This design comes from an exercise in tuning for small area, a short achievable clock period and few clock cycles per item on the open sky130 flow, not from production work.
The RTL was checked by simulation tests, not by an equivalence proof against the original design.
Power is estimated from default activity; no workload was simulated.

[design/flow/constraint.sdc]
create_clock -name core_clock -period 15.0 [get_ports {clk}]
set_input_delay 3.0000 -clock core_clock [delete_from_list [all_inputs] [get_ports {clk}]]
set_output_delay 3.0000 -clock core_clock [all_outputs]
set_load 0.01 [all_outputs]
[design/flow/flow/run.sh]
#!/bin/bash
# Standard ORFS layout (standard.sh) with a tighter setup repair target:
# repair_timing aims for 8.5 ns of setup slack at the design's 15 ns clock.
set -euo pipefail
bash standard.sh SETUP_SLACK_MARGIN=8.5 finish > flow_standard.log 2>&1
[design/flow/config.mk]
export PLATFORM = sky130hd
export DESIGN_NAME = shay_core
export DESIGN_NICKNAME = shay_core
export VERILOG_FILES = /design/flow/design.v
export SDC_FILE = /design/flow/constraint.sdc
export NUM_CORES = 4
export LEC_CHECK = 0
export CAP_MARGIN = 20
export CORE_MARGIN = 2
export CORE_UTILIZATION = 30
export SLEW_MARGIN = 20
export SYNTH_HIERARCHICAL = 1
export SYNTH_MINIMUM_KEEP_SIZE = 0
[design/flow/design.v]
module shay_core (
    input  wire        clk,
    input  wire        rst,
    input  wire        cmd_valid,
    output wire        cmd_ready,
    input  wire [15:0] cmd,
    output wire        rsp_valid,
    input  wire        rsp_ready,
    output wire        rsp_ok,
    output wire [31:0] rsp_data,
    output wire [20:0] status
);
    localparam [1:0] S_IDLE = 2'd0,
                     S_RUN  = 2'd1,
                     S_FOLD = 2'd2,
                     S_LOAD = 2'd3;
    localparam [1:0] M_ACTIVE = 2'd0,
                     M_DONE   = 2'd1,
                     M_ERROR  = 2'd2;
    localparam [1:0] C_ILLEGAL  = 2'd1,
                     C_SEQUENCE = 2'd2,
                     C_TOOLARGE = 2'd3;
    localparam [31:0] IV0 = 32'h243F6A88, IV1 = 32'hB7E15162, IV2 = 32'h6A09E667,
                      IV3 = 32'hBB67AE85, IV4 = 32'h3C6EF372;
    reg [31:0] h0, h1, h2, h3, h4;    
    reg [31:0] a, b, c, d, e;         
    reg [31:0] w [0:15];              
    reg [7:0]  bb [0:63];             
    reg [60:0] lenb;                  
    reg [5:0]  nblk;                  
    reg [1:0]  seq;
    reg [6:0]  rc;                    
    reg        pend;                  
    reg        fin2;                  
    reg        hold;                  
    reg [1:0]  mode;
    reg [1:0]  cause;
    reg [15:0] tval;
    reg        rspv;
    reg        rspok;
    reg [3:0]  widx;
    reg [2:0]  nsel;
    reg        hrd;                   
    reg [31:0] rspd;
    wire [5:0] bp = lenb[5:0];        
    wire [2:0] gq = bp[5:3];          
    wire busy = rspv || hold || pend;
    assign cmd_ready = !busy && !rst;
    assign rsp_valid = rspv;
    assign rsp_ok    = rspok;
    assign status    = {tval, cause, mode, busy};
    wire [3:0] op   = cmd[15:12];
    wire [3:0] rz   = cmd[11:8];
    wire [7:0] imm8 = cmd[7:0];
    wire is_init   = (rz == 4'd0) && (op == 4'h1) && (imm8 == 8'd0);
    wire is_absorb = (rz == 4'd0) && (op == 4'h2);
    wire is_final  = (rz == 4'd0) && (op == 4'h3) && (imm8 == 8'd0);
    wire is_rdhex  = (rz == 4'd0) && (op == 4'h4) && (imm8 <= 8'd103);
    wire is_rdh    = (rz == 4'd0) && (op == 4'h5) && (imm8 <= 8'd12);
    wire is_legal  = is_init || is_absorb || is_final || is_rdhex || is_rdh;
    wire accept = cmd_valid && cmd_ready;
    wire in_error   = (mode == M_ERROR);
    wire flt_illeg  = !is_legal;
    wire flt_seq    = ((is_absorb || is_final) && (mode == M_DONE)) ||
                      (is_rdhex && (mode == M_ACTIVE));
    wire flt_large  = is_absorb && (&lenb);
    wire fault      = !in_error && (flt_illeg || flt_seq || flt_large);
    wire [1:0] fault_cause = flt_illeg ? C_ILLEGAL : (flt_seq ? C_SEQUENCE : C_TOOLARGE);
    wire do_cmd    = accept && !in_error && !fault;
    wire do_init   = do_cmd && is_init;
    wire do_absorb = do_cmd && is_absorb;
    wire do_final  = do_cmd && is_final;
    wire do_rdhex  = do_cmd && is_rdhex;
    wire do_rdh    = do_cmd && is_rdh;
    wire       rel_rdh = hold && !pend && (seq == S_IDLE);    
    wire [3:0] sidx    = rel_rdh ? widx : (is_rdhex ? {1'b0, imm8[6:3]} : imm8[3:0]);
    wire [2:0] snib    = rel_rdh ? nsel : imm8[2:0];
    wire       shex    = !rel_rdh && do_rdhex;
    wire       sword   = rel_rdh || do_rdh;
    reg [31:0] ivk;
    always @(*) begin
        case (sidx)
            4'd5:    ivk = 32'hB17217F7;
            4'd6:    ivk = 32'h193EA7AA;
            4'd7:    ivk = 32'h9C041F7E;
            4'd8:    ivk = 32'h9E3779B9;
            4'd9:    ivk = 32'hC5BF891B;
            4'd10:   ivk = 32'hE2DFC48D;
            4'd11:   ivk = 32'h544FA6D4;
            default: ivk = 32'h52C72113;
        endcase
    end
    reg [31:0] hword;
    always @(*) begin
        case (sidx)
            4'd0:    hword = h0;
            4'd1:    hword = h1;
            4'd2:    hword = h2;
            4'd3:    hword = h3;
            4'd4:    hword = h4;
            default: hword = ivk << nblk;
        endcase
    end
    wire [3:0] hex_nib  = hword[(7 - snib) * 4 +: 4];
    wire [7:0] hex_char = (hex_nib <= 4'd9) ? (8'h30 + {4'd0, hex_nib})
                                            : (8'h57 + {4'd0, hex_nib});
    wire [31:0] rsp_val = sword ? hword : (shex ? {24'd0, hex_char} : 32'd0);
    assign rsp_data = rspd;
    function [31:0] mix_5_7(input [31:0] n);
        mix_5_7 = {n[26:0], n[31:27]} | (n >> 7) | (n << 7);
    endfunction
    function [31:0] mix_30_2(input [31:0] n);
        mix_30_2 = {n[1:0], n[31:2]} | (n >> 2) | (n << 2);
    endfunction
    function [31:0] mix_1_3(input [31:0] n);
        mix_1_3 = {n[30:0], n[31]} | (n >> 3) | (n << 3);
    endfunction
    function [31:0] fsel(input p1, input p2, input [31:0] x, input [31:0] y, input [31:0] z);
        fsel = p1 ? ((x & y) | (~x & z)) :
               p2 ? (x ^ y ^ z) :
                    ((x & y) | (x & z) | (y & z));
    endfunction
    function [31:0] kconst(input [6:0] r, input lsb);
        kconst = ((r < 7'd40) ? 32'h5A827999 : (r < 7'd80) ? 32'h6ED9EBA1 : 32'h8F1BBCDC)
                 + {24'd0, r, lsb};
    endfunction
    reg ph1, ph2;
    always @(posedge clk) begin
        if (seq == S_RUN) begin
            ph1 <= (rc < 7'd39);
            ph2 <= (rc >= 7'd39) && (rc < 7'd79);
        end else begin
            ph1 <= 1'b1;
            ph2 <= 1'b0;
        end
    end
    reg  [31:0] p;
    reg  [31:0] k1;                   
    wire [31:0] ma  = mix_5_7(a);
    wire [31:0] mb  = mix_30_2(b);
    wire [31:0] mc  = mix_30_2(a);
    wire [31:0] t0;
    shay_add32 u_add_t0 (.x(ma), .y(p), .s(t0));
    wire [31:0] f1  = fsel(ph1, ph2, a, mb, c);
    wire [31:0] s1  = f1 ^ d ^ k1;
    wire [31:0] c1  = ((f1 & d) | (f1 & k1) | (d & k1)) << 1;
    wire [31:0] s2  = s1 ^ c1 ^ w[1];
    wire [31:0] c2  = ((s1 & c1) | (s1 & w[1]) | (c1 & w[1])) << 1;
    wire [31:0] m0  = mix_5_7(t0);
    wire [31:0] s3  = s2 ^ c2 ^ m0;
    wire [31:0] c3  = ((s2 & c2) | (s2 & m0) | (c2 & m0)) << 1;
    wire [31:0] t1;
    shay_add32 u_add_t1 (.x(s3), .y(c3), .s(t1));
    wire        run = (seq == S_RUN);
    wire        np1 = run ? (rc < 7'd39) : 1'b1;
    wire        np2 = run && (rc >= 7'd39) && (rc < 7'd79);
    wire [31:0] pf  = run ? fsel(np1, np2, t0, mc, mb) : fsel(1'b1, 1'b0, b, c, d);
    wire [31:0] pe  = run ? c : e;
    wire [31:0] pw  = run ? w[2] : {bb[0], bb[1], bb[2], bb[3]};
    wire [31:0] pk  = run ? kconst(rc + 7'd1, 1'b0) : 32'h5A827999;
    wire [31:0] ps1 = pe ^ pw ^ pk;
    wire [31:0] pc1 = ((pe & pw) | (pe & pk) | (pw & pk)) << 1;
    wire [31:0] ps2 = ps1 ^ pc1 ^ pf;
    wire [31:0] pc2 = ((ps1 & pc1) | (ps1 & pf) | (pc1 & pf)) << 1;
    wire [31:0] pn;
    shay_add32 u_add_p (.x(ps2), .y(pc2), .s(pn));
    always @(posedge clk) begin
        p  <= pn;
        k1 <= run ? kconst(rc + 7'd1, 1'b1) : 32'h5A82799A;
    end
    wire [31:0] fsum = h0 + a;
    wire [31:0] wn0 = mix_1_3(w[13] ^ w[8] ^ w[2] ^ w[0]);
    wire [31:0] wn1 = mix_1_3(w[14] ^ w[9] ^ w[3] ^ w[1]);
    integer i;
    genvar g;
    always @(posedge clk) begin
        if (run) begin
            for (i = 0; i < 14; i = i + 1)
                w[i] <= w[i + 2];
            w[14] <= wn0;
            w[15] <= wn1;
        end else begin
            for (i = 0; i < 16; i = i + 1)
                w[i] <= {bb[4*i], bb[4*i+1], bb[4*i+2], bb[4*i+3]};
        end
    end
    wire [63:0] len   = {lenb, 3'b000};
    wire        load  = (seq == S_LOAD);
    wire        lenb2 = load && fin2;           
    generate
        for (g = 0; g < 64; g = g + 1) begin : g_bb
            always @(posedge clk) begin
                if (do_absorb && (bp == g))
                    bb[g] <= imm8;
                else if (do_final && (g >= bp)) begin
                    if (g == bp)
                        bb[g] <= 8'h80;
                    else if ((g >= 56) && (gq != 3'd7))
                        bb[g] <= len[(63 - g) * 8 +: 8];
                    else
                        bb[g] <= 8'h00;
                end else if (lenb2) begin
                    if (g >= 56)
                        bb[g] <= len[(63 - g) * 8 +: 8];
                    else
                        bb[g] <= 8'h00;
                end
            end
        end
    endgenerate
    wire start_blk = (do_absorb && (bp == 6'd63)) || do_final;
    always @(posedge clk) begin
        if (rst) begin
            h0 <= IV0; h1 <= IV1; h2 <= IV2; h3 <= IV3; h4 <= IV4;
            a  <= IV0; b  <= IV1; c  <= IV2; d  <= IV3; e  <= IV4;
            lenb  <= 61'd0;
            nblk  <= 6'd0;
            seq   <= S_IDLE;
            rc    <= 7'd0;
            pend  <= 1'b0;
            fin2  <= 1'b0;
            hold  <= 1'b0;
            mode  <= M_ACTIVE;
            cause <= 2'd0;
            tval  <= 16'd0;
            rspv  <= 1'b0;
            rspok <= 1'b0;
            widx  <= 4'd0;
            nsel  <= 3'd0;
            hrd   <= 1'b0;
            rspd  <= 32'd0;
        end else begin
            if (rspv && rsp_ready)
                rspv <= 1'b0;
            case (seq)
                S_IDLE: begin
                    if (pend)
                        seq <= S_LOAD;
                end
                S_LOAD: begin
                    seq  <= S_RUN;
                    rc   <= 7'd0;
                    pend <= fin2;
                    fin2 <= 1'b0;
                end
                S_RUN: begin
                    a <= t1;
                    b <= t0;
                    c <= mc;
                    d <= mb;
                    e <= c;
                    if (rc == 7'd119) begin
                        seq <= S_FOLD;
                        rc  <= 7'd0;
                    end else
                        rc <= rc + 7'd1;
                end
                default: begin  
                    h0 <= h1; h1 <= h2; h2 <= h3; h3 <= h4; h4 <= fsum;
                    a  <= b;  b  <= c;  c  <= d;  d  <= e;  e  <= fsum;
                    rc <= rc + 7'd1;
                    if (rc[2]) begin
                        if (!nblk[5])
                            nblk <= nblk + 6'd1;
                        seq <= pend ? S_LOAD : S_IDLE;
                        if (hold && !pend && !hrd) begin
                            hold <= 1'b0;
                            rspv <= 1'b1;
                        end
                    end
                end
            endcase
            if (rel_rdh) begin
                hold <= 1'b0;
                rspv <= 1'b1;
                rspd <= rsp_val;
            end
            if (accept) begin
                rspd  <= rsp_val;
                rspv  <= 1'b1;
                rspok <= do_cmd;
                widx  <= is_rdhex ? {1'b0, imm8[6:3]} : imm8[3:0];
                nsel  <= imm8[2:0];
                if (fault) begin
                    mode  <= M_ERROR;
                    cause <= fault_cause;
                    tval  <= cmd;
                end
                if (do_init) begin
                    h0 <= IV0; h1 <= IV1; h2 <= IV2; h3 <= IV3; h4 <= IV4;
                    a  <= IV0; b  <= IV1; c  <= IV2; d  <= IV3; e  <= IV4;
                    lenb <= 61'd0;
                    nblk <= 6'd0;
                    mode <= M_ACTIVE;
                    seq  <= S_IDLE;
                end
                if (do_absorb)
                    lenb <= lenb + 61'd1;
                if (start_blk) begin
                    pend <= 1'b1;
                    if (seq == S_IDLE)
                        seq <= S_LOAD;
                end
                if (do_final) begin
                    mode <= M_DONE;
                    fin2 <= (gq == 3'd7);
                end
                if (do_final || (do_rdh && seq != S_IDLE)) begin
                    rspv <= 1'b0;
                    hold <= 1'b1;
                    hrd  <= do_rdh;
                end
            end
        end
    end
endmodule
module shay_add32 (
    input  wire [31:0] x,
    input  wire [31:0] y,
    output wire [31:0] s
);
    assign s = x + y;
endmodule
[design/flow/standard.sh]
#!/bin/bash
# synth_recipe.tcl (not shown) runs the flow's synth.tcl, then flattens the netlist and writes it again
# the make line also repeats each setting of config.mk as NAME=value (left out here)
make -C /OpenROAD-flow-scripts/flow DESIGN_CONFIG=/design/flow/config.mk WORK_HOME=/design/flow/orfs CLKGATE_MAP_FILE= SYNTH_SCRIPT=/design/flow/synth_recipe.tcl "${@:-finish}"
==> metrics.csv, run 1 <==
metric,value,unit
final WL,300,mm
Worst Skew,0.0493,ns
CP peak stage delay,0.62,ns
R2R setup slack,8.64,ns
RSZ-0062 raised after global routing,yes,
WP data arrival,7.54,ns
Hold EP,w[4][17],
num rows,188,
H-tree levels,4,
"FF+latch count, synth",1541,
footprint of the multi-input gates,41400,um2
Synth Instances,7840,
worst min-delay path class,reg -> reg,
global-route wire length before repair,429,mm
"EDFF count, synth",512,
GRT overflow,0,
kind of critical path,in -> reg,
largest net degree at the start of global routing,210,
Place WS,5.39,ns
reg2reg end,p[31],
startpoint types,primary input,
"Buf+Inv Stages, Crit Path",6,
mux cell area share after synthesis,0.0991,
largest family of logic cells by synthesized area,compound AO/OA/AOI/OAI gates,
worst path cell trace,buf_8 > or4_4 > o41ai_4 > buf_4 > a21o_4 > buf_12 > nor3_4 > buf_6 > a221o_1 > a2111o_1 > buf_6 > o211ai_1 > o211ai_1 > o21ai_1 > nand3_2 > a221o_1 > inv_4 > ha_4 > nor2_4 > a31oi_4 > nand4b_1 > o211ai_1,
Setup TNS,0,ns
Yosys warning count,65,
compound-cell area share of the yosys netlist,0.143,
Final Worst Setup Slack,8.11,ns
Finished Layout Cells,11600,
critical path's slowest cell,or4_4,
Leak,33.5,nW
I/O Buffers,75,
nets@finish,8282,
Sink Count,1541,
vias in the first global route,61100,
Final Hold Fails,0,
share of layout cells above drive strength 1,0.190,
Hold WS,0.440,ns
Total GRT Usage,0.217,
Register Area,36000,um2
fin crit share,0.460,
CTS tree,yes,
cell family with the largest share of critical-path delay,compound AO/OA/AOI/OAI gates,
status,no timing/DRC/antenna violations,
Tmin final,6.89,ns
Max Slew Vio Count,0,
adder-cell share of the synthesized area,0.0784,
Yosys top cell area share,0.262,
max_cap viols,0,
Synth Area in XOR/XNOR,0.0414,
ranking of synthesized cells by area,"dfxtp_1 26%, edfxtp_1 20%, mux2_2 6.5%, fa_1 5.5%, mux2i_1 3.4%",
die area,266000,um2
Crit Path Max Fanout,7,
"Clk Latency, worst-skew pair",0.84,ns
CP required,15.65,ns
initial antenna violation count,9,
Detail Placement HPWL,213,mm
first-pass detailed-route iteration total,6,
Chip Height,516,um
hold depth,1,
Synth-to-Final Area Change,17.8,%
RR Startpoint,a[27],
Starting Density,0.301,
filler instances,26100,
Tightest Pin Transition,1.18,ns
Setup-failing EPs final,0,
CP dominant cell by count,o211ai_1,
post-synth top area cell,dfxtp_1,
DRC Markers,0,
Crit. End Element,flop,
cts bufs inserted,163,
share of flip-flops with an asynchronous set or reset,0,
PwrDens,99.3,nW/um2
Via density,5.49,
"Seq/Total Area, Yosys",0.457,
VDD IR-drop max,0.000106,V
Post-Synth Simple-Gate Area,0.138,
Final Power,0.00920,W
core area,262000,um2
Relative slew margins,0.204,
Initial DRC Count,6829,
Inst Count DP,11100,
via count,63500,
clock tree buffer depth,3,
worst reg2reg path depth,26,
"Cell Area, Synth",78700,um2
Worst-path clk slew,0.06,ns
hold path start,w[6][17],
post-route ant nets,0,
Root Buffer,clkbuf_16,
Peak Freq,0.145,GHz
die width,516,um
ys flop type,dfxtp_1,
io pins,76,
GP Congestion,0.960,
Routed wire per std cell,25.9,um
average size of a mapped cell,10.0,um2
unique cell type count in the Yosys netlist,113,
largest registers,"bb x512, w x512, lenb x61",
-- modules after synthesis (local to each module, per instance) --
module | flip-flops and latches | cell area [um2] | cells | times used
shay_add32 | 0 | 1740 | 241 | 3
shay_core | 1541 | 73500 | 7117 | 1
-- what timing repair did --
item / in CTS / in global routing
pin swaps: 66 / 38
resized for setup: 375 / 230
cloned: 12 / 0
buffers inserted: 100 / 48
hold buffers: 0 / 0
setup endpoints to repair: 1038 / 519
-- layer usage --
metal,track usage,vias to the layer above,routed length (um)
met3,0.0419,705,24900
li1,-,28100,-
met4,0.0970,2,15700
met1,0.285,31700,123000
met5,0,-,14
met2,0.345,3059,136000
-- worst max-delay path by stage --
stage | start | endpoint | slack (ns) | cells past startpoint
final | cmd[9] | rspd[1] | 8.11 | 22
after global routing | cmd[9] | rspd[1] | 8.05 | 22
after CTS | cmd[11] | rspd[1] | 8.26 | 21
after detailed placement | cmd[8] | rspd[6] | 5.39 | 17
after global placement | cmd[8] | rspd[0] | 5.34 | 17
after floorplan | cmd[12] | rspd[1] | 7.83 | 20
-- cells by family (layout without fill, tap and decap cells) --
group / after synthesis / in the layout
xor gates and xnor gates: 370 / 370
buffers and inverters: 881 / 1070
AOI/OAI and AO/OA: 1647 / 1649
DFF: 1541 / 1541
adders and majority gates: 364 / 364
other: 2 / 15
muxes: 720 / 720
and+or+nand+nor: 2315 / 2317
-- Yosys cell counts (29+ instances only) --
| cell | count |
|---|---|
| dfxtp_1 | 1029 |
| nor2_1 | 666 |
| nand2_1 | 659 |
| edfxtp_1 | 512 |
| mux2_2 | 454 |
| clkbuf_1 | 431 |
| o21ai_0 | 389 |
| inv_1 | 360 |
| a21oi_1 | 351 |
| mux2i_1 | 264 |
| nor3_1 | 224 |
| and2_1 | 220 |
| fa_1 | 215 |
| xnor2_1 | 201 |
| nand3_1 | 187 |
| xor2_1 | 168 |
| ha_1 | 149 |
| o211ai_1 | 114 |
| a221oi_1 | 103 |
| a22oi_1 | 82 |
| a21o_1 | 77 |
| a211oi_1 | 66 |
| a31oi_1 | 64 |
| or2_2 | 60 |
| and3_1 | 57 |
| nand4_1 | 55 |
| or3_1 | 51 |
| a22o_1 | 44 |
| buf_1 | 44 |
| nor2b_1 | 34 |
| o32a_1 | 32 |
| a221o_1 | 29 |
-- placed cells by master, fill, tap and decap left out, types with 29 or more instances in the layout --
master	synthesis	routed
fa_1	215	215
a31oi_1	64	58
clkbuf_16	0	172
clkdlybuf4s50_1	0	58
and2_1	220	218
clkbuf_1	431	31
nand2_1	659	630
buf_4	2	248
xnor2_1	201	198
nor2_1	666	637
mux2i_1	264	256
mux2_2	454	454
dfxtp_1	1029	994
a21oi_1	351	311
xor2_1	168	163
edfxtp_1	512	512
a221o_1	29	29
o211ai_1	114	114
o21ai_2	3	31
o21ai_0	389	343
and3_1	57	55
nand3_1	187	180
buf_6	4	31
or2_2	60	60
ha_1	149	121
nand4_1	55	55
a21oi_2	2	35
nor2b_1	34	33
a211oi_1	66	58
or3_1	51	48
nor3_1	224	210
a21o_1	77	75
inv_1	360	341
a22o_1	44	44
o32a_1	32	32
a221oi_1	103	97
a22oi_1	82	82
-- where the power goes --
group | internal (W) | leakage (nW) | switching [W]
sequential | 0.00429 | 13.0 | 0.00000647
combinational | 0.000242 | 17.8 | 0.000414
clock | 0.00245 | 2.75 | 0.00180
total | 0.00698 | 33.5 | 0.00222
-- metrics by stage --
step            util  area (um2)
6_report       0.354       92700
5_1_grt        0.354       92700
4_1_cts        0.349       91400
3_5_place_dp   0.319       83400
3_3_place_gp   0.319       83300
2_1_floorplan      -       78900
-- layout make-up --
cell class	instances	area share
Multi-Input combinational cell	5428	0.447
Sequential cell	1541	0.389
Clock buffer	228	0.0514
Tap cell	3515	0.0475
Timing Repair Buffer	379	0.0386
Inverter	385	0.0170
Clock inverter	78	0.00969
Antenna cell	7	0.000189
Testbench counts, summed over its fixed seeds: cycles 42,822, bytes 13,260.
==> run 2, diff against run 1 <==
--- a/design/flow/design.v
+++ b/design/flow/design.v
@@ -39,9 +39,10 @@
     reg        rspv;
     reg        rspok;
     reg [3:0]  widx;
-    reg [2:0]  nsel;
     reg        hrd;                   
     reg [31:0] rspd;
+    reg        rhex;                  
+    reg [2:0]  rnib;                  
     wire [5:0] bp = lenb[5:0];        
     wire [2:0] gq = bp[5:3];          
     wire busy = rspv || hold || pend;
@@ -73,10 +74,9 @@
     wire do_rdhex  = do_cmd && is_rdhex;
     wire do_rdh    = do_cmd && is_rdh;
     wire       rel_rdh = hold && !pend && (seq == S_IDLE);    
-    wire [3:0] sidx    = rel_rdh ? widx : (is_rdhex ? {1'b0, imm8[6:3]} : imm8[3:0]);
-    wire [2:0] snib    = rel_rdh ? nsel : imm8[2:0];
-    wire       shex    = !rel_rdh && do_rdhex;
-    wire       sword   = rel_rdh || do_rdh;
+    wire       op_hex  = !rel_rdh && (op == 4'h4);
+    wire [3:0] sidx    = rel_rdh ? widx : (op_hex ? {1'b0, imm8[6:3]} : imm8[3:0]);
+    wire       rsp_g   = rel_rdh || do_rdh || do_rdhex;
     reg [31:0] ivk;
     always @(*) begin
         case (sidx)
@@ -101,11 +101,11 @@
             default: hword = ivk << nblk;
         endcase
     end
-    wire [3:0] hex_nib  = hword[(7 - snib) * 4 +: 4];
+    wire [31:0] rsp_val = hword & {32{rsp_g}};
+    wire [3:0] hex_nib  = rspd[(7 - rnib) * 4 +: 4];
     wire [7:0] hex_char = (hex_nib <= 4'd9) ? (8'h30 + {4'd0, hex_nib})
                                             : (8'h57 + {4'd0, hex_nib});
-    wire [31:0] rsp_val = sword ? hword : (shex ? {24'd0, hex_char} : 32'd0);
-    assign rsp_data = rspd;
+    assign rsp_data = rhex ? {24'd0, hex_char} : rspd;
     function [31:0] mix_5_7(input [31:0] n);
         mix_5_7 = {n[26:0], n[31:27]} | (n >> 7) | (n << 7);
     endfunction
@@ -226,9 +226,10 @@
             rspv  <= 1'b0;
             rspok <= 1'b0;
             widx  <= 4'd0;
-            nsel  <= 3'd0;
             hrd   <= 1'b0;
             rspd  <= 32'd0;
+            rhex  <= 1'b0;
+            rnib  <= 3'd0;
         end else begin
             if (rspv && rsp_ready)
                 rspv <= 1'b0;
@@ -274,13 +275,15 @@
                 hold <= 1'b0;
                 rspv <= 1'b1;
                 rspd <= rsp_val;
+                rhex <= 1'b0;
             end
             if (accept) begin
                 rspd  <= rsp_val;
+                rhex  <= do_rdhex;
+                rnib  <= imm8[2:0];
                 rspv  <= 1'b1;
                 rspok <= do_cmd;
-                widx  <= is_rdhex ? {1'b0, imm8[6:3]} : imm8[3:0];
-                nsel  <= imm8[2:0];
+                widx  <= imm8[3:0];
                 if (fault) begin
                     mode  <= M_ERROR;
                     cause <= fault_cause;
==> run 2 against run 1 <==
- still clean
- global-route usage shrank 1.5 points
- clock skew up 0.0091 ns
- maximum frequency is 6.4% higher
- non-clock buffer count decreased by 144
- count of clock-buffer cells in the layout is 2 lower
- sequential share of layout area up 1.4 points
- largest power group unchanged
- highest routed layer unchanged
==> metrics.csv, run 2 <==
metric,value,unit
largest net degree at the start of global routing,173,
Tmin final,6.48,ns
clock tree buffer depth,3,
VDD IR-drop max,0.0000771,V
GRT overflow,0,
core area,260000,um2
Critical path origin,rst,
"FF+latch count, synth",1539,
fin crit share,0.432,
die area,266000,um2
post-route ant nets,0,
initial antenna violation count,15,
Inst Count DP,10900,
global-route wire length before repair,403,mm
Sink Count,1539,
kind of critical path,in -> out,
startpoint types,primary input,
final WL,279,mm
Total GRT Usage,0.203,
Crit. End Element,output pin,
RSZ-0062 raised after global routing,yes,
Synth Instances,7674,
ys flop type,dfxtp_1,
Synth top cells by count,"1027 x dfxtp_1, 583 x nand2_1, 572 x nor2_1",
Root Buffer,clkbuf_16,
Starting Density,0.302,
first-pass detailed-route iteration total,7,
Final Hold Fails,0,
"Seq/Total Area, Yosys",0.458,
unique cell type count in the Yosys netlist,106,
Max Slew Vio Count,0,
filler instances,26000,
share of layout cells above drive strength 1,0.154,
"Cell Area, Synth",78500,um2
Relative slew margins,0.0886,
Routed wire per std cell,24.9,um
Tightest Pin Transition,1.33,ns
post-synth top area cell,dfxtp_1,
largest registers,"bb x512, w x512, lenb x61",
Post-CTS Hold Fix Bufs,0,
Yosys top cell area share,0.262,
Worst Skew,0.0584,ns
Peak Freq,0.154,GHz
ranking of synthesized cells by area,"dfxtp_1 26%, edfxtp_1 20%, mux2_2 6.6%, fa_1 5.5%, mux2i_1 3.6%",
via count,61000,
share of flip-flops with an asynchronous set or reset,0,
Detail Placement HPWL,197,mm
Via density,5.44,
Crit Path Max Fanout,2,
"count leader, synth",dfxtp_1,
Setup TNS,0,ns
WP data arrival,3.48,ns
status,no timing/DRC/antenna violations,
Initial DRC Count,6873,
worst min-delay path class,reg -> reg,
Synth-to-Final Area Change,13.9,%
GP Congestion,0.939,
CP required,12.00,ns
"Clk Latency, worst-skew pair",0.84,ns
hold path start,w[12][24],
Worst-path clk slew,0.06,ns
Chip Height,515,um
Setup-failing EPs final,0,
die width,515,um
most frequent cells in the layout,"994 x dfxtp_1, 578 x nand2_1, 558 x nor2_1",
RR Startpoint,a[27],
vias in the first global route,58600,
max_cap viols,0,
Yosys warning count,65,
H-tree levels,4,
Leak,32.5,nW
Finished Layout Cells,11200,
CTS tree,yes,
DRC Markers,0,
I/O Buffers,75,
nets@finish,7973,
average size of a mapped cell,10.2,um2
"EDFF count, synth",512,
cts bufs inserted,157,
"commonest non-fill, non-tap cell in the layout",dfxtp_1,
io pins,76,
PwrDens,99.3,nW/um2
num rows,187,
[run 2: cell count changes in the layout (fill, tap and decap cells not counted), moves of 22 or more]
cell | before | now
nor3_1 | 210 | 119
nand2_1 | 630 | 578
buf_6 | 31 | 5
nor2_1 | 637 | 558
buf_4 | 248 | 148
o21ai_2 | 31 | 9
and2_1 | 218 | 343
[run 2: critical path, cell delays in order]
cell,delay [ns]
buf_2,0.15
buf_12,0.13
nor2_4,0.09
buf_6,0.11
[run 2: cell families (layout without fill, tap and decap cells)]
kind of cell,Yosys count,in the layout,synth area share
fa+ha+maj,364,364,0.0786
compound gates,1605,1608,0.140
flops,1539,1539,0.458
mux,746,746,0.104
xor+xnor,382,382,0.0428
other cells,2,12,0.0000957
buf+inv,863,902,0.0426
simple gates,2173,2173,0.134
[run 2: layout make-up]
| class | instances | area [um2] | share of cell area |
|---|---|---|---|
| Tap cell | 3496 | 4370 | 0.0489 |
| Sequential cell | 1539 | 36000 | 0.403 |
| Clock inverter | 66 | 905 | 0.0101 |
| Timing Repair Buffer | 235 | 2110 | 0.0237 |
| Clock buffer | 226 | 4360 | 0.0488 |
| Antenna cell | 4 | 10.0 | 0.000112 |
| Multi-Input combinational cell | 5281 | 40100 | 0.448 |
| Inverter | 375 | 1530 | 0.0171 |
[run 2: modules after synthesis (local to each module, per instance)]
module | flops+latches | cells
shay_add32 | 0 | 241
shay_core | 1539 | 6951
[run 2: path summary, 6_finish.rpt]
path,to,slack [ns],cells after the start
hold / removal,w[10][24],0.43,1
setup / recovery,cmd_ready,8.52,4
hold reg to reg,w[10][24],0.43,1
setup reg to reg,a[31],8.59,25
[run 2: metrics by stage]
step	area, um2	hold WS [ns]	total power, W	util	worst slack (ns)
after floorplan	78500	0.433	0.00471	-	8.61
after global placement	82700	0.436	0.00490	0.318	6.72
after detailed placement	82700	0.439	0.00491	0.318	6.57
after CTS	88600	0.418	0.00889	0.341	8.47
after global routing	89400	0.432	0.00912	0.344	8.47
final	89400	0.427	0.00888	0.344	8.52
[run 2: metal layers]
layer  wire (um)  up-vias  GRT usage
met5          21        -          0
met3       23700      567     0.0361
met4       14000        4     0.0881
met2      123000     2871      0.312
met1      118000    30500      0.277
li1            -    27100          -
[run 2: report_power, final]
part / internal, W / switching (W)
Combinational: 0.000193 / 0.000377
Clock: 0.00223 / 0.00179
Sequential: 0.00428 / 0.00000706
[run 2: timing repair]
item,in CTS,in global routing
setup buffers,27,21
setup endpoints to repair,831,416
pin swaps,8,14
cloned,2,3
resized for setup,134,131
Testbench counts of run 2, summed over its fixed seeds: cycles 42,822, bytes 13,260.
==> run 3, diff against run 2 <==
--- a/design/flow/design.v
+++ b/design/flow/design.v
@@ -53,26 +53,30 @@
     wire [3:0] op   = cmd[15:12];
     wire [3:0] rz   = cmd[11:8];
     wire [7:0] imm8 = cmd[7:0];
-    wire is_init   = (rz == 4'd0) && (op == 4'h1) && (imm8 == 8'd0);
-    wire is_absorb = (rz == 4'd0) && (op == 4'h2);
-    wire is_final  = (rz == 4'd0) && (op == 4'h3) && (imm8 == 8'd0);
-    wire is_rdhex  = (rz == 4'd0) && (op == 4'h4) && (imm8 <= 8'd103);
-    wire is_rdh    = (rz == 4'd0) && (op == 4'h5) && (imm8 <= 8'd12);
+    wire rz0  = (rz == 4'd0);
+    wire imm0 = (imm8 == 8'd0);
+    wire is_init   = rz0 && (op == 4'h1) && imm0;
+    wire is_absorb = rz0 && (op == 4'h2);
+    wire is_final  = rz0 && (op == 4'h3) && imm0;
+    wire is_rdhex  = rz0 && (op == 4'h4) && (imm8 <= 8'd103);
+    wire is_rdh    = rz0 && (op == 4'h5) && (imm8 <= 8'd12);
     wire is_legal  = is_init || is_absorb || is_final || is_rdhex || is_rdh;
     wire accept = cmd_valid && cmd_ready;
     wire in_error   = (mode == M_ERROR);
+    wire m_active   = (mode == M_ACTIVE);
+    wire m_done     = (mode == M_DONE);
+    wire abs_ok     = m_active && !(&lenb);    
     wire flt_illeg  = !is_legal;
-    wire flt_seq    = ((is_absorb || is_final) && (mode == M_DONE)) ||
-                      (is_rdhex && (mode == M_ACTIVE));
-    wire flt_large  = is_absorb && (&lenb);
-    wire fault      = !in_error && (flt_illeg || flt_seq || flt_large);
+    wire flt_seq    = ((is_absorb || is_final) && m_done) || (is_rdhex && m_active);
     wire [1:0] fault_cause = flt_illeg ? C_ILLEGAL : (flt_seq ? C_SEQUENCE : C_TOOLARGE);
-    wire do_cmd    = accept && !in_error && !fault;
-    wire do_init   = do_cmd && is_init;
-    wire do_absorb = do_cmd && is_absorb;
-    wire do_final  = do_cmd && is_final;
-    wire do_rdhex  = do_cmd && is_rdhex;
-    wire do_rdh    = do_cmd && is_rdh;
+    wire go        = accept && !in_error;
+    wire do_init   = go && is_init;
+    wire do_absorb = go && abs_ok && is_absorb;
+    wire do_final  = go && m_active && is_final;
+    wire do_rdhex  = go && m_done && is_rdhex;
+    wire do_rdh    = go && is_rdh;
+    wire do_cmd    = do_init || do_absorb || do_final || do_rdhex || do_rdh;
+    wire fault     = go && !do_cmd;
     wire       rel_rdh = hold && !pend && (seq == S_IDLE);    
     wire       op_hex  = !rel_rdh && (op == 4'h4);
     wire [3:0] sidx    = rel_rdh ? widx : (op_hex ? {1'b0, imm8[6:3]} : imm8[3:0]);
@@ -136,6 +140,7 @@
     end
     reg  [31:0] p;
     reg  [31:0] k1;                   
+    reg  [31:0] kp;                   
     wire [31:0] ma  = mix_5_7(a);
     wire [31:0] mb  = mix_30_2(b);
     wire [31:0] mc  = mix_30_2(a);
@@ -157,7 +162,7 @@
     wire [31:0] pf  = run ? fsel(np1, np2, t0, mc, mb) : fsel(1'b1, 1'b0, b, c, d);
     wire [31:0] pe  = run ? c : e;
     wire [31:0] pw  = run ? w[2] : {bb[0], bb[1], bb[2], bb[3]};
-    wire [31:0] pk  = run ? kconst(rc + 7'd1, 1'b0) : 32'h5A827999;
+    wire [31:0] pk  = run ? kp : 32'h5A827999;
     wire [31:0] ps1 = pe ^ pw ^ pk;
     wire [31:0] pc1 = ((pe & pw) | (pe & pk) | (pw & pk)) << 1;
     wire [31:0] ps2 = ps1 ^ pc1 ^ pf;
@@ -167,6 +172,7 @@
     always @(posedge clk) begin
         p  <= pn;
         k1 <= run ? kconst(rc + 7'd1, 1'b1) : 32'h5A82799A;
+        kp <= run ? kconst(rc + 7'd2, 1'b0) : 32'h5A82799B;
     end
     wire [31:0] fsum = h0 + a;
     wire [31:0] wn0 = mix_1_3(w[13] ^ w[8] ^ w[2] ^ w[0]);
@@ -189,23 +195,13 @@
     wire        lenb2 = load && fin2;           
     generate
         for (g = 0; g < 64; g = g + 1) begin : g_bb
-            always @(posedge clk) begin
-                if (do_absorb && (bp == g))
-                    bb[g] <= imm8;
-                else if (do_final && (g >= bp)) begin
-                    if (g == bp)
-                        bb[g] <= 8'h80;
-                    else if ((g >= 56) && (gq != 3'd7))
-                        bb[g] <= len[(63 - g) * 8 +: 8];
-                    else
-                        bb[g] <= 8'h00;
-                end else if (lenb2) begin
-                    if (g >= 56)
-                        bb[g] <= len[(63 - g) * 8 +: 8];
-                    else
-                        bb[g] <= 8'h00;
-                end
-            end
+            wire [7:0] lbyte = (g >= 56) ? len[(63 - g) * 8 +: 8] : 8'h00;
+            wire [7:0] pbyte = (g == bp) ? 8'h80 : ((gq != 3'd7) ? lbyte : 8'h00);
+            wire [7:0] dbyte = lenb2 ? lbyte : (op[0] ? pbyte : imm8);
+            wire       we    = lenb2 || (do_absorb && (bp == g)) || (do_final && (g >= bp));
+            always @(posedge clk)
+                if (we)
+                    bb[g] <= dbyte;
         end
     endgenerate
     wire start_blk = (do_absorb && (bp == 6'd63)) || do_final;
--- a/design/flow/config.mk
+++ b/design/flow/config.mk
@@ -7,7 +7,9 @@
 export LEC_CHECK = 0
 export CAP_MARGIN = 20
 export CORE_MARGIN = 2
-export CORE_UTILIZATION = 30
+export CORE_UTILIZATION = 45
+export CTS_CLUSTER_DIAMETER = 80
+export CTS_CLUSTER_SIZE = 20
 export SLEW_MARGIN = 20
 export SYNTH_HIERARCHICAL = 1
 export SYNTH_MINIMUM_KEEP_SIZE = 0
==> run 3 against run 2 <==
- still clean on timing, DRC and antenna
- count of clock-buffer cells in the layout decreased by 78
- maximum frequency shrank 0.68%
- total power fell by 14%
- synthesized cell count down 4.2%
- non-clock buffer count up 52
- clock power decreased by 26%
- critical path type is now in -> reg
- largest power group unchanged
==> metrics.csv, run 3 <==
metric,value,unit
status,no timing/DRC/antenna violations,
largest net degree at the start of global routing,202,
Worst-path clk slew,0.08,ns
Setup-failing EPs final,0,
unique cell type count in the Yosys netlist,109,
M1 GR Usage,0.411,
hold path start,w[5][31],
GRT overflow,0,
Crit. End Element,flop,
"count leader, synth",dfxtp_1,
PwrDens,90.3,nW/um2
startpoint types,primary input,
WP data arrival,7.00,ns
DRC Markers,0,
Synth-to-Final Area Change,10.3,%
Tmin final,6.52,ns
Hold WS,0.423,ns
vias in the first global route,55700,
first-pass detailed-route iteration total,7,
GP Congestion,0.955,
Via density,6.00,
I/O Buffers,75,
Setup TNS,0,ns
"Clk Latency, worst-skew pair",0.80,ns
final core utilization,0.499,
cts bufs inserted,103,
grt met2 use,0.482,
Starting Density,0.452,
Sink Count,1561,
Sequential Power Share,0.573,
die width,416,um
Chip Height,416,um
ys flop type,dfxtp_1,
Initial DRC Count,5982,
CTS tree,yes,
DP Area,79700,um2
max_cap viols,0,
combinational share of power,0.038,
worst reg2reg path depth,25,
Peak Freq,0.153,GHz
clock tree buffer depth,3,
"Cell Area, Synth",76400,um2
core area,169000,um2
reg2reg end,a[31],
Post-CTS Hold Fix Bufs,0,
Crit Path Max Fanout,8,
Max Slew Vio Count,0,
worst min-delay path class,reg -> reg,
Routed wire per std cell,28.0,um
filler instances,15500,
Final Hold Fails,0,
Relative slew margins,0.203,
io pins,76,
"FF+latch count, synth",1561,
CP required,15.48,ns
post-route ant nets,0,
"Seq/Total Area, Yosys",0.476,
Leak,31.1,nW
H-tree levels,3,
via count,57800,
average size of a mapped cell,10.4,um2
VDD IR-drop max,0.000119,V
Total GRT Usage,0.304,
global-route wire length before repair,390,mm
"EDFF count, synth",512,
endpoint of the worst setup timing path,bb[25][1],
final instance area,84300,um2
Tightest Pin Transition,1.18,ns
Yosys top cell area share,0.275,
nets@finish,7728,
die area,173000,um2
largest registers,"bb x512, w x512, lenb x61",
final WL,270,mm
busiest grt layer,met2,
Int Pwr,0.00579,W
RR Startpoint,a[25],
kind of critical path,in -> reg,
num rows,151,
RSZ-0062 raised after global routing,yes,
Detail Placement HPWL,195,mm
post-synth top area cell,dfxtp_1,
most frequent cells in the layout,"1015 x dfxtp_1, 767 x nand2_1, 512 x edfxtp_1",
clock power share,0.389,
"commonest non-fill, non-tap cell in the layout",dfxtp_1,
Root Buffer,clkbuf_16,
initial antenna violation count,7,
Synth Instances,7354,
Net Switching,0.00182,W
Yosys warning count,9,
fin crit share,0.435,
Synth top cells by count,"1049 x dfxtp_1, 768 x nand2_1, 512 x edfxtp_1",
met3 usage,0.0500,
Net Sw Frac,0.239,
Worst Skew,0.0581,ns
R2R setup slack,8.66,ns
Critical path origin,cmd[8],
share of layout cells above drive strength 1,0.152,
share of flip-flops with an asynchronous set or reset,0,
ranking of synthesized cells by area,"dfxtp_1 27%, edfxtp_1 20%, mux2_2 6.8%, fa_1 5.6%, nand2_1 3.8%",
run 3: changes by cell type in the layout (fill, tap and decap cells not counted), sizes merged, moves of 55 or more:
cell,previous run,this run
and2,348,37
nand2,586,768
a22oi,83,138
clkbuf,228,148
nor2,574,474
run 3: power groups by stage:
stage / Clock, W / Combinational (W) / Sequential [W]
after floorplan: 0 / 0.000154 / 0.00446
after global placement: 0 / 0.000272 / 0.00446
after detailed placement: 0 / 0.000272 / 0.00446
after global routing: 0.00316 / 0.000303 / 0.00436
final: 0.00296 / 0.000288 / 0.00436
after CTS: 0.00302 / 0.000280 / 0.00436
run 3: layout make-up:
class	instances	area [um2]	area share
Clock buffer	148	2780	0.0329
Inverter	366	1480	0.0175
Multi-Input combinational cell	5019	37800	0.448
Clock inverter	40	526	0.00623
Timing Repair Buffer	287	2530	0.0301
Sequential cell	1561	36400	0.432
Tap cell	2218	2780	0.0329
Antenna cell	3	7.51	0.0000890
run 3: stage by stage:
step           cells  total power (W)  setup slack [ns]
3_5_place_dp    9392          0.00473              7.30
3_3_place_gp    9391          0.00473              7.33
2_1_floorplan   7360          0.00461              8.54
5_1_grt         9639          0.00783              8.39
6_report        9642          0.00761              8.48
4_1_cts         9606          0.00766              8.36
run 3: layer usage:
metal  wire length (um)  vias up  share of wire
met3              18400      538          0.068
met4              13900        6          0.052
li1                   -    26100              -
met5                140        -        0.00052
met1             115000    28900           0.43
met2             122000     2238           0.45
run 3: cell families (layout without fill, tap and decap cells):
group | after synthesis | after routing | synth area share
simple gates | 1894 | 1896 | 0.113
compound gates | 1634 | 1634 | 0.142
flops | 1561 | 1561 | 0.476
buf+inv | 782 | 841 | 0.0393
mux | 730 | 730 | 0.104
xor+xnor | 379 | 379 | 0.0436
fa+ha+maj | 372 | 372 | 0.0819
other cells | 2 | 11 | 0.0000982
run 3: modules after synthesis (local to each module, per instance):
module      flip-flops and latches  cell area, um2
shay_add32                       0            1740
shay_core                     1561           71200
run 3: worst min path at each step:
stage | to | slack (ns) | depth (start not counted)
2_1_floorplan | rspd[21] | 0.43 | 2
3_3_place_gp | w[4][8] | 0.44 | 1
3_5_place_dp | w[5][26] | 0.44 | 1
4_1_cts | w[3][31] | 0.41 | 1
5_1_grt | w[3][31] | 0.45 | 1
6_report | w[3][31] | 0.42 | 1
run 3: what timing repair did:
item / in CTS / in global routing
cloned: 2 / 2
buffers inserted: 24 / 31
endpoints found under the setup margin: 93 / 95
pin swaps: 6 / 22
gates resized for setup: 91 / 132
run 3: critical path: stages:
cell and delay (ns):
clkdlybuf4s50_1 0.42, or4_1 0.65, or4_1 0.61, nor2_1 0.55, nand2b_1 0.23, nand2_1 0.32, nand2b_1 0.18, or3_1 0.42
o21ai_0 0.31, buf_4 0.28
Testbench counts of run 3, summed over its fixed seeds: cycles 42,822, bytes 13,260.
==> run 4, diff against run 3 <==
--- a/design/flow/config.mk
+++ b/design/flow/config.mk
@@ -7,9 +7,10 @@
 export LEC_CHECK = 0
 export CAP_MARGIN = 20
 export CORE_MARGIN = 2
-export CORE_UTILIZATION = 45
+export CORE_UTILIZATION = 55
 export CTS_CLUSTER_DIAMETER = 80
 export CTS_CLUSTER_SIZE = 20
+export PLACE_DENSITY = 0.7
 export SLEW_MARGIN = 20
 export SYNTH_HIERARCHICAL = 1
 export SYNTH_MINIMUM_KEEP_SIZE = 0
==> run 4 against run 3 <==
- worst setup slack got worse by 0.12 ns
- cell area decreased by 1.1%
- clock power decreased by 5%
- largest cell class unchanged
- combinational power decreased by 2%
- first-iteration DRC count increased by 8.4%
- area after synthesis unchanged
- register-to-register slack got worse by 0.20 ns
- cell count decreased by 4.7%
==> metrics.csv, run 4 <==
metric,value,unit
Chip Height,377,um
footprint of the multi-input gates,37700,um2
Via density,6.34,
H-tree levels,3,
adder-cell share of the synthesized area,0.0819,
VDD IR-drop max,0.000105,V
Worst Skew,0.0501,ns
most frequent cells in the layout,"1018 x dfxtp_1, 767 x nand2_1, 512 x edfxtp_1",
Leak,31.0,nW
Final Hold Fails,0,
via count,58300,
"Seq/Total Area, Yosys",0.476,
share of layout cells above drive strength 1,0.147,
RSZ-0062 raised after global routing,yes,
DP Area,79100,um2
kind of critical path,in -> out,
largest registers,"bb x512, w x512, lenb x61",
share of flip-flops with an asynchronous set or reset,0,
Tightest Pin Transition,1.24,ns
Yosys top cell area share,0.275,
nets@finish,7709,
clock tree buffer depth,3,
Initial DRC Count,6482,
"EDFF count, synth",512,
fin crit share,0.443,
first-pass detailed-route iteration total,6,
max_cap viols,0,
post-synth top area cell,dfxtp_1,
Tmin final,6.65,ns
PwrDens,89.2,nW/um2
Synth Area in XOR/XNOR,0.0436,
Root Buffer,clkbuf_16,
Starting Density,0.555,
core area,138000,um2
Register Area,36400,um2
Yosys warning count,9,
worst min-delay path class,reg -> reg,
startpoint types,primary input,
Crit. End Element,output pin,
die area,142000,um2
Place WS,7.24,ns
Setup-failing EPs final,0,
Detail Placement HPWL,188,mm
Synth top cells by count,"1049 x dfxtp_1, 768 x nand2_1, 512 x edfxtp_1",
ys flop type,dfxtp_1,
Total GRT Usage,0.357,
filler instances,11300,
status,no timing/DRC/antenna violations,
compound-cell area share of the yosys netlist,0.142,
GP Congestion,0.985,
"Clk Latency, worst-skew pair",0.78,ns
"Cell Area, Synth",76400,um2
Synth-to-Final Area Change,9.11,%
I/O Buffers,75,
Sink Count,1561,
mux cell area share after synthesis,0.104,
unique cell type count in the Yosys netlist,109,
cts bufs inserted,96,
num rows,136,
WP data arrival,3.65,ns
Post-Synth Simple-Gate Area,0.113,
initial antenna violation count,6,
Crit Path Max Fanout,3,
average size of a mapped cell,10.4,um2
Worst-path clk slew,0.08,ns
Max Slew Vio Count,0,
largest family of logic cells by synthesized area,compound AO/OA/AOI/OAI gates,
global-route wire length before repair,375,mm
ranking of synthesized cells by area,"dfxtp_1 27%, edfxtp_1 20%, mux2_2 6.8%, fa_1 5.6%, nand2_1 3.8%",
Relative slew margins,0.166,
final instance area,83400,um2
Post-CTS Hold Fix Bufs,0,
io pins,76,
CTS tree,yes,
vias in the first global route,55400,
Synth Instances,7354,
Final Worst Setup Slack,8.35,ns
Final Power,0.00744,W
"commonest non-fill, non-tap cell in the layout",dfxtp_1,
Routed wire per std cell,28.3,um
largest net degree at the start of global routing,111,
die width,377,um
CP required,12.00,ns
"FF+latch count, synth",1561,
DRC Markers,0,
Peak Freq,0.150,GHz
Setup TNS,0,ns
GRT overflow,0,
post-route ant nets,0,
"count leader, synth",dfxtp_1,
final WL,260,mm
[run 4: logic make-up after synthesis]
logic type      after synthesis
mux                         730
compound gates             1634
buf+inv                     782
simple gates               1894
xor+xnor                    379
fa+ha+maj                   372
flops                      1561
other cells                   2
[run 4: modules after synthesis, one instance, submodules excluded]
module	times used	flip-flops and latches
shay_core	1	1561
shay_add32	3	0
[run 4: critical path, cell delays in order]
cell and delay (ns):
buf_12 0.10, buf_12 0.11, nor4_4 0.25, buf_2 0.18
[run 4: power breakdown]
part	leakage [nW]	total [W]	internal, W	switching (W)
sequential	13.3	0.00436	0.00436	0.00000570
combinational	16.2	0.000281	0.0000801	0.000201
clock	1.46	0.00280	0.00128	0.00152
total	31.0	0.00744	0.00571	0.00173
[run 4: stage by stage]
stage | hold slack [ns] | util | instances
after floorplan | 0.428 | - | 7360
after global placement | 0.435 | 0.575 | 8963
after detailed placement | 0.439 | 0.575 | 8964
after CTS | 0.421 | 0.601 | 9160
final | 0.427 | 0.606 | 9193
after global routing | 0.428 | 0.606 | 9190
[run 4: layout make-up]
type,count,area share
repair buffers,277,0.0296
multi-input cells,5017,0.452
diodes,3,0.0000900
inverters,366,0.0178
well taps,1794,0.0269
flip-flops and latches,1561,0.437
clock buffers,145,0.0316
clock inverters,30,0.00507
[run 4: layer usage]
layer	wire, um	vias to the layer above	part of all wire	track usage
met5	161	-	0.00062	0.00617
met4	14100	8	0.054	0.165
met3	21800	545	0.084	0.0645
met2	119000	2717	0.46	0.568
met1	105000	29000	0.40	0.474
li1	-	26000	-	-
[run 4: timing repair]
| item | 4_1_cts | 5_1_grt |
|---|---|---|
| setup buffers | 20 | 27 |
| pin swaps | 8 | 10 |
| setup endpoints to repair | 103 | 106 |
| cloned | 1 | 3 |
| resized for setup | 119 | 92 |
[run 4: final timing paths]
check        startpoint   endpoint  slack [ns]  cells past startpoint
min            w[15][1]   w[13][1]        0.43                      1
min reg2reg    w[15][1]   w[13][1]        0.43                      1
max reg2reg        a[7]      p[31]        8.46                     21
max                 rst  cmd_ready        8.35                      4
==> run 5, diff against run 4 <==
--- a/design/flow/design.v
+++ b/design/flow/design.v
@@ -42,7 +42,7 @@
     reg        hrd;                   
     reg [31:0] rspd;
     reg        rhex;                  
-    reg [2:0]  rnib;                  
+    reg [3:0]  rnv;                   
     wire [5:0] bp = lenb[5:0];        
     wire [2:0] gq = bp[5:3];          
     wire busy = rspv || hold || pend;
@@ -106,7 +106,8 @@
         endcase
     end
     wire [31:0] rsp_val = hword & {32{rsp_g}};
-    wire [3:0] hex_nib  = rspd[(7 - rnib) * 4 +: 4];
+    wire [3:0]  nib_val = hword[(7 - imm8[2:0]) * 4 +: 4];
+    wire [3:0] hex_nib  = rnv;
     wire [7:0] hex_char = (hex_nib <= 4'd9) ? (8'h30 + {4'd0, hex_nib})
                                             : (8'h57 + {4'd0, hex_nib});
     assign rsp_data = rhex ? {24'd0, hex_char} : rspd;
@@ -225,7 +226,7 @@
             hrd   <= 1'b0;
             rspd  <= 32'd0;
             rhex  <= 1'b0;
-            rnib  <= 3'd0;
+            rnv   <= 4'd0;
         end else begin
             if (rspv && rsp_ready)
                 rspv <= 1'b0;
@@ -276,7 +277,7 @@
             if (accept) begin
                 rspd  <= rsp_val;
                 rhex  <= do_rdhex;
-                rnib  <= imm8[2:0];
+                rnv   <= nib_val;
                 rspv  <= 1'b1;
                 rspok <= do_cmd;
                 widx  <= imm8[3:0];
--- a/design/flow/config.mk
+++ b/design/flow/config.mk
@@ -7,10 +7,9 @@
 export LEC_CHECK = 0
 export CAP_MARGIN = 20
 export CORE_MARGIN = 2
-export CORE_UTILIZATION = 55
+export CORE_UTILIZATION = 45
 export CTS_CLUSTER_DIAMETER = 80
 export CTS_CLUSTER_SIZE = 20
-export PLACE_DENSITY = 0.7
 export SLEW_MARGIN = 20
 export SYNTH_HIERARCHICAL = 1
 export SYNTH_MINIMUM_KEEP_SIZE = 0
==> run 5 against run 4 <==
- clock skew rose by 0.049 ns
- largest power group unchanged
- highest routed layer unchanged
- total power up 5.5%
- die area up 22%
- area after synthesis is 0.38% higher
- wire length rose by 5.0%
- utilization decreased by 10 points
==> metrics.csv, run 5 <==
metric,value,unit
Peak Freq,0.153,GHz
cts bufs inserted,107,
"count leader, synth",dfxtp_1,
ys flop type,dfxtp_1,
"FF+latch count, synth",1565,
Worst-path clk slew,0.09,ns
final WL,273,mm
clock power share,0.399,
largest net degree at the start of global routing,207,
Tightest Pin Transition,1.09,ns
PwrDens,92.4,nW/um2
RSZ-0062 raised after global routing,no,
Int Pwr,0.00595,W
reg2reg end,a[31],
io pins,76,
Starting Density,0.453,
clock tree buffer depth,3,
first-pass detailed-route iteration total,9,
Initial DRC Count,7130,
Critical path origin,cmd[8],
kind of critical path,in -> reg,
met3 usage,0.0451,
M1 GR Usage,0.441,
CP required,15.46,ns
CTS tree,yes,
Worst Skew,0.0987,ns
startpoint types,primary input,
Post-CTS Hold Fix Bufs,0,
worst min-delay path class,reg -> reg,
ranking of synthesized cells by area,"dfxtp_1 27%, edfxtp_1 20%, mux2_2 6.8%, fa_1 5.6%, nand2_1 3.6%",
Total GRT Usage,0.305,
GP Congestion,0.955,
Crit Path Max Fanout,20,
post-route ant nets,0,
unique cell type count in the Yosys netlist,102,
VDD IR-drop max,0.000137,V
Tmin final,6.55,ns
worst reg2reg path depth,23,
post-synth top area cell,dfxtp_1,
Net Sw Frac,0.242,
Routed wire per std cell,28.2,um
grt met2 use,0.456,
GRT overflow,0,
"EDFF count, synth",512,
Via density,6.05,
endpoint of the worst setup timing path,bb[25][6],
Root Buffer,clkbuf_16,
CP dominant cell by count,buf_4,
Sink Count,1565,
max_cap viols,0,
share of layout cells above drive strength 1,0.153,
Relative slew margins,0.254,
I/O Buffers,75,
average size of a mapped cell,10.4,um2
DRC Markers,0,
Net Switching,0.00190,W
Final Hold Fails,0,
"Cell Area, Synth",76700,um2
R2R setup slack,8.65,ns
CP peak stage delay,0.59,ns
combinational share of power,0.044,
num rows,151,
die width,417,um
critical path's slowest cell,nor2_1,
die area,174000,um2
Hold WS,0.408,ns
fin crit share,0.437,
vias in the first global route,54800,
Yosys warning count,9,
largest registers,"bb x512, w x512, lenb x61",
Leak,31.7,nW
status,no timing/DRC/antenna violations,
via count,58600,
core area,169000,um2
"Seq/Total Area, Yosys",0.475,
worst path cell trace,clkdlybuf4s50_1 > nor4_2 > nand4_1 > or2_1 > inv_1 > nand2_1 > or4_1 > buf_4 > nor2_1 > a21oi_1 > o31a_1 > o21ai_0 > buf_4,
global-route wire length before repair,392,mm
Synth Instances,7393,
initial antenna violation count,9,
Synth top cells by count,"1053 x dfxtp_1, 734 x nand2_1, 512 x edfxtp_1",
Sequential Power Share,0.557,
WP data arrival,7.01,ns
"commonest non-fill, non-tap cell in the layout",dfxtp_1,
share of flip-flops with an asynchronous set or reset,0,
Chip Height,417,um
Yosys top cell area share,0.275,
Crit. End Element,flop,
busiest grt layer,met2,
H-tree levels,3,
Synth-to-Final Area Change,10.8,%
Setup-failing EPs final,0,
Detail Placement HPWL,198,mm
"Clk Latency, worst-skew pair",0.83,ns
Setup TNS,0,ns
most frequent cells in the layout,"1021 x dfxtp_1, 727 x nand2_1, 512 x edfxtp_1",
nets@finish,7763,
RR Startpoint,a[14],
Max Slew Vio Count,0,
## run 5: critical path, delay by kind of cell
| kind | cells | cell delay [ns] |
|---|---|---|
| buffers and inverters | 4 | 1.03 |
| AO/OA/AOI/OAI | 3 | 0.76 |
| AND/OR/NAND/NOR | 6 | 2.18 |
## run 5: area by class of cell
| type | count | area, um2 |
|---|---|---|
| Fill cell | 15300 | 84500 |
| Multi-Input combinational cell | 5018 | 37900 |
| Sequential cell | 1565 | 36500 |
| Clock buffer | 156 | 2950 |
| Tap cell | 2218 | 2780 |
| Timing Repair Buffer | 303 | 2740 |
| Inverter | 379 | 1540 |
| Clock inverter | 41 | 617 |
| Antenna cell | 1 | 2.50 |
## run 5: power groups by stage
stage	Combinational [W]	Clock, W	Sequential, W
detailed placement	0.000323	0	0.00447
floorplan	0.000186	0	0.00447
CTS	0.000331	0.00318	0.00438
finish	0.000344	0.00313	0.00437
global route	0.000361	0.00333	0.00438
global placement	0.000322	0	0.00447
## run 5: timing repair
item	4_1_cts	5_1_grt
buffers inserted	25	30
pin swaps	12	24
resized for setup	146	103
cloned	1	2
setup endpoints to repair	213	58
## run 5: worst min path at each step
stage | startpoint | endpoint | slack (ns) | depth (start not counted)
after global routing | w[5][19] | w[3][19] | 0.43 | 1
after detailed placement | w[7][30] | w[5][30] | 0.44 | 1
final | w[5][19] | w[3][19] | 0.41 | 1
after global placement | w[11][3] | w[9][3] | 0.44 | 1
after floorplan | rspd[12] | rspd[12] | 0.43 | 2
after CTS | w[5][19] | w[3][19] | 0.41 | 1
## run 5: cell families (layout without fill, tap and decap cells)
| kind of cell | after synthesis | after routing | synth area share |
|---|---|---|---|
| AOI/OAI and AO/OA | 1666 | 1666 | 0.144 |
| xor gates and xnor gates | 382 | 382 | 0.0438 |
| adders and majority gates | 370 | 370 | 0.0813 |
| buffers and inverters | 816 | 879 | 0.0410 |
| DFF | 1565 | 1565 | 0.475 |
| muxes | 745 | 745 | 0.106 |
| other | 2 | 9 | 0.0000979 |
| and+or+nand+nor | 1847 | 1847 | 0.109 |
## run 5: layer usage
| layer | vias up | share of wire |
|---|---|---|
| met4 | 7 | 0.049 |
| met3 | 460 | 0.075 |
| met1 | 29400 | 0.44 |
| li1 | 26200 | - |
| met5 | - | 0.00076 |
| met2 | 2452 | 0.43 |
## run 5: per-module statistics from Yosys (local to each module, per instance)
module / cells inside / area (um2)
shay_add32: 241 / 1740
shay_core: 6670 / 71500
## run 5: metrics by stage
stage	cell area (um2)	setup WS [ns]	total power (W)	instances	util
3_3_place_gp	80000	6.48	0.00480	9420	0.472
6_report	85000	8.45	0.00785	9681	0.502
4_1_cts	84300	8.46	0.00789	9645	0.497
5_1_grt	85000	8.45	0.00806	9680	0.502
3_5_place_dp	80000	6.49	0.00480	9422	0.472
2_1_floorplan	76700	8.59	0.00466	7399	-
Testbench counts of run 5, summed over its fixed seeds: cycles 42,822, bytes 13,260.
==> run 6, diff against run 5 <==
--- a/design/flow/design.v
+++ b/design/flow/design.v
@@ -45,7 +45,8 @@
     reg [3:0]  rnv;                   
     wire [5:0] bp = lenb[5:0];        
     wire [2:0] gq = bp[5:3];          
-    wire busy = rspv || hold || pend;
+    reg  busy_r;
+    wire busy = busy_r;
     assign cmd_ready = !busy && !rst;
     assign rsp_valid = rspv;
     assign rsp_ok    = rspok;
@@ -206,6 +207,40 @@
         end
     endgenerate
     wire start_blk = (do_absorb && (bp == 6'd63)) || do_final;
+    reg rspv_n, hold_n, pend_n;
+    always @(*) begin
+        rspv_n = rspv;
+        hold_n = hold;
+        pend_n = pend;
+        if (rspv && rsp_ready)
+            rspv_n = 1'b0;
+        if (seq == S_LOAD)
+            pend_n = fin2;
+        if (seq == S_FOLD && rc[2] && hold && !pend && !hrd) begin
+            hold_n = 1'b0;
+            rspv_n = 1'b1;
+        end
+        if (rel_rdh) begin
+            hold_n = 1'b0;
+            rspv_n = 1'b1;
+        end
+        if (accept) begin
+            rspv_n = 1'b1;
+            if (start_blk)
+                pend_n = 1'b1;
+            if (do_final || (do_rdh && seq != S_IDLE)) begin
+                rspv_n = 1'b0;
+                hold_n = 1'b1;
+            end
+        end
+        if (rst) begin
+            rspv_n = 1'b0;
+            hold_n = 1'b0;
+            pend_n = 1'b0;
+        end
+    end
+    always @(posedge clk)
+        busy_r <= rspv_n || hold_n || pend_n;
     always @(posedge clk) begin
         if (rst) begin
             h0 <= IV0; h1 <= IV1; h2 <= IV2; h3 <= IV3; h4 <= IV4;
--- a/design/flow/config.mk
+++ b/design/flow/config.mk
@@ -7,9 +7,10 @@
 export LEC_CHECK = 0
 export CAP_MARGIN = 20
 export CORE_MARGIN = 2
-export CORE_UTILIZATION = 45
-export CTS_CLUSTER_DIAMETER = 80
-export CTS_CLUSTER_SIZE = 20
+export CORE_UTILIZATION = 55
+export CTS_CLUSTER_DIAMETER = 90
+export CTS_CLUSTER_SIZE = 25
+export PLACE_DENSITY = 0.7
 export SLEW_MARGIN = 20
 export SYNTH_HIERARCHICAL = 1
 export SYNTH_MINIMUM_KEEP_SIZE = 0
==> run 6 against run 5 <==
- still clean
- area after synthesis grew 0.37%
- worst hold slack gained 0.035 ns
- die area shrank 18%
- cell area shrank 1.7%
- total power shrank 7.8%
- largest cell class unchanged
- largest power group unchanged
- highest routed layer unchanged
==> metrics.csv, run 6 <==
metric,value,unit
status,no timing/DRC/antenna violations,
Relative slew margins,0.185,
unique cell type count in the Yosys netlist,106,
worst min-delay path class,reg -> reg,
first-pass detailed-route iteration total,8,
max_cap viols,0,
Tmin final,6.61,ns
"EDFF count, synth",512,
Synth top cells by count,"1054 x dfxtp_1, 697 x nand2_1, 512 x edfxtp_1",
Tightest Pin Transition,1.19,ns
Starting Density,0.553,
vias in the first global route,54000,
Detail Placement HPWL,181,mm
Peak Freq,0.151,GHz
Crit Path Max Fanout,7,
RSZ-0062 raised after global routing,yes,
fin crit share,0.441,
filler instances,11600,
Total GRT Usage,0.342,
largest registers,"bb x512, w x512, lenb x61",
post-route ant nets,0,
ys flop type,dfxtp_1,
initial antenna violation count,10,
VDD IR-drop max,0.0000864,V
via count,58300,
Setup TNS,0,ns
footprint of the multi-input gates,38200,um2
die area,143000,um2
final WL,251,mm
"Cell Area, Synth",77000,um2
share of layout cells above drive strength 1,0.147,
Max Slew Vio Count,0,
Yosys top cell area share,0.274,
share of flip-flops with an asynchronous set or reset,0,
CTS tree,yes,
CP required,15.68,ns
largest net degree at the start of global routing,212,
Synth Instances,7371,
num rows,137,
global-route wire length before repair,362,mm
Setup-failing EPs final,0,
DP Area,79600,um2
"Seq/Total Area, Yosys",0.474,
average size of a mapped cell,10.4,um2
Sink Count,1566,
kind of critical path,in -> reg,
core area,139000,um2
post-synth top area cell,dfxtp_1,
GRT overflow,0,
"count leader, synth",dfxtp_1,
Synth-to-Final Area Change,8.44,%
cts bufs inserted,78,
"FF+latch count, synth",1566,
Worst Skew,0.0434,ns
H-tree levels,3,
WP data arrival,7.29,ns
GP Congestion,1.00,
"commonest non-fill, non-tap cell in the layout",dfxtp_1,
Via density,6.31,
Chip Height,378,um
PwrDens,86.7,nW/um2
most frequent cells in the layout,"1026 x dfxtp_1, 691 x nand2_1, 512 x edfxtp_1",
Final Hold Fails,0,
Yosys warning count,9,
die width,378,um
I/O Buffers,75,
DRC Markers,0,
Register Area,36500,um2
"Clk Latency, worst-skew pair",0.76,ns
Post-CTS Hold Fix Bufs,0,
Leak,31.2,nW
ranking of synthesized cells by area,"dfxtp_1 27%, edfxtp_1 20%, mux2_2 6.7%, fa_1 5.6%, mux2i_1 4.1%",
Crit. End Element,flop,
Worst-path clk slew,0.11,ns
nets@finish,7688,
Root Buffer,clkbuf_16,
final instance area,83500,um2
Initial DRC Count,7926,
clock tree buffer depth,3,
io pins,76,
Routed wire per std cell,27.2,um
startpoint types,primary input,
run 6: changes by cell type after synthesis, sizes merged, moves of 12 or more:
cell	before	now
clkbuf	363	351
nor2	490	511
a221oi	81	97
nand3	162	106
nor3	58	79
mux2i	275	319
nand2	735	697
nand4	49	35
run 6: what timing repair did:
item / in CTS / in global routing
endpoints found under the setup margin: 655 / 272
pin swaps: 11 / 31
gates resized for setup: 124 / 142
gates cloned: 0 / 4
setup buffers: 20 / 40
run 6: per-module statistics from Yosys (local to each module, per instance):
module | flip-flops and latches | cells inside | copies in the design | area (um2)
shay_add32 | 0 | 241 | 3 | 1740
shay_core | 1566 | 6648 | 1 | 71800
run 6: layout make-up:
type                       count  share of cell area
antenna                        4            0.000120
clock buffer                 116              0.0255
clock inverter                22             0.00420
inverter                     379              0.0184
multi-input combinational   5001               0.458
sequential                  1566               0.437
tap                         1876              0.0281
timing repair buffer         273              0.0284
run 6: path summary, 6_finish.rpt:
kind                            startpoint        to  slack, ns  depth (start not counted)
worst min-delay path               w[6][9]   w[4][9]       0.44                          1
worst min register to register     w[6][9]   w[4][9]       0.44                          1
worst max-delay path                cmd[8]  lenb[59]       8.39                         11
worst max register to register       a[27]     p[31]       8.63                         26
run 6: power by group:
part | switching (W) | internal, W
sequential | 0.00000884 | 0.00437
combinational | 0.000242 | 0.000102
clock | 0.00146 | 0.00105
total | 0.00171 | 0.00552
run 6: critical path, stage by stage:
cell             delay (ns)
clkdlybuf4s50_1        0.43
or4_4                  0.62
or3_1                  0.37
or4_4                  0.56
nor3_4                 0.53
o211a_4                0.32
nand4b_4               0.23
nor4_4                 0.54
nand2b_2               0.21
or3_1                  0.34
a21oi_1                0.14
run 6: routing by layer:
| metal | vias up | track usage | wire, um |
|---|---|---|---|
| li1 | 26000 | - | - |
| met1 | 28700 | 0.489 | 106000 |
| met2 | 3020 | 0.504 | 107000 |
| met3 | 535 | 0.0661 | 24700 |
| met4 | 10 | 0.146 | 13000 |
| met5 | - | 0 | 62 |
run 6: through the flow:
step | std cells | setup slack [ns] | hold WS [ns] | power [W] | utilization
finish | 9237 | 8.39 | 0.444 | 0.00724 | 0.600
global route | 9233 | 8.35 | 0.466 | 0.00742 | 0.600
CTS | 9189 | 8.24 | 0.457 | 0.00725 | 0.594
detailed placement | 9031 | 6.50 | 0.438 | 0.00480 | 0.572
global placement | 9031 | 6.57 | 0.436 | 0.00480 | 0.572
floorplan | 7377 | 8.35 | 0.427 | 0.00467 | -
run 6: cells by family (layout without fill, tap and decap cells):
| kind of cell | count (synthesis) | in the layout | synth area share |
|---|---|---|---|
| adder cells (fa/ha/maj) | 369 | 369 | 0.0809 |
| AND/OR/NAND/NOR | 1799 | 1802 | 0.106 |
| flip-flops | 1566 | 1566 | 0.474 |
| AO/OA/AOI/OAI | 1649 | 1649 | 0.142 |
| other | 2 | 12 | 0.0000975 |
| multiplexers | 796 | 796 | 0.114 |
| XOR/XNOR | 377 | 377 | 0.0431 |
| buffers and inverters | 813 | 790 | 0.0407 |
Testbench counts of run 6, summed over its fixed seeds: cycles 42,822, bytes 13,260.

## static timing again, ports no longer ideal
The results above use ideal ports. As a check the final layouts listed here were re-extracted and re-timed, cells and wires unchanged.
Step 1: set_driving_cell puts a clkbuf_16 on clk and a buf_2 on each other input, an assumption about the parent block.
Step 2, shift: input delay + t, output delay - t, t = (earliest + latest rising clock arrival at the registers) / 2. This alone moves slack from input paths to output paths.
Slacks: ideal / step 1 / step 2; pairs: ideal / step 1.
run	t (ns)	slack for setup (ns)	worst data-port slew with drivers (ns)
run 1	0.902	8.106 / 8.148 / 7.246	0.06
run 2	0.895	8.522 / 8.502 / 7.711	0.05
run 3	0.859	8.478 / 8.436 / 7.685	0.21
run 4	0.837	8.354 / 8.306 / 7.795	0.06
run 5	0.869	8.451 / 8.499 / 7.642	0.13
run 6	0.810	8.389 / 8.445 / 7.635	0.06
After both steps setup and hold are still met in every run listed. For run 1, which loses most, drivers alone change the setup slack by +0.042 ns; drivers and shift together by -0.860 ns.
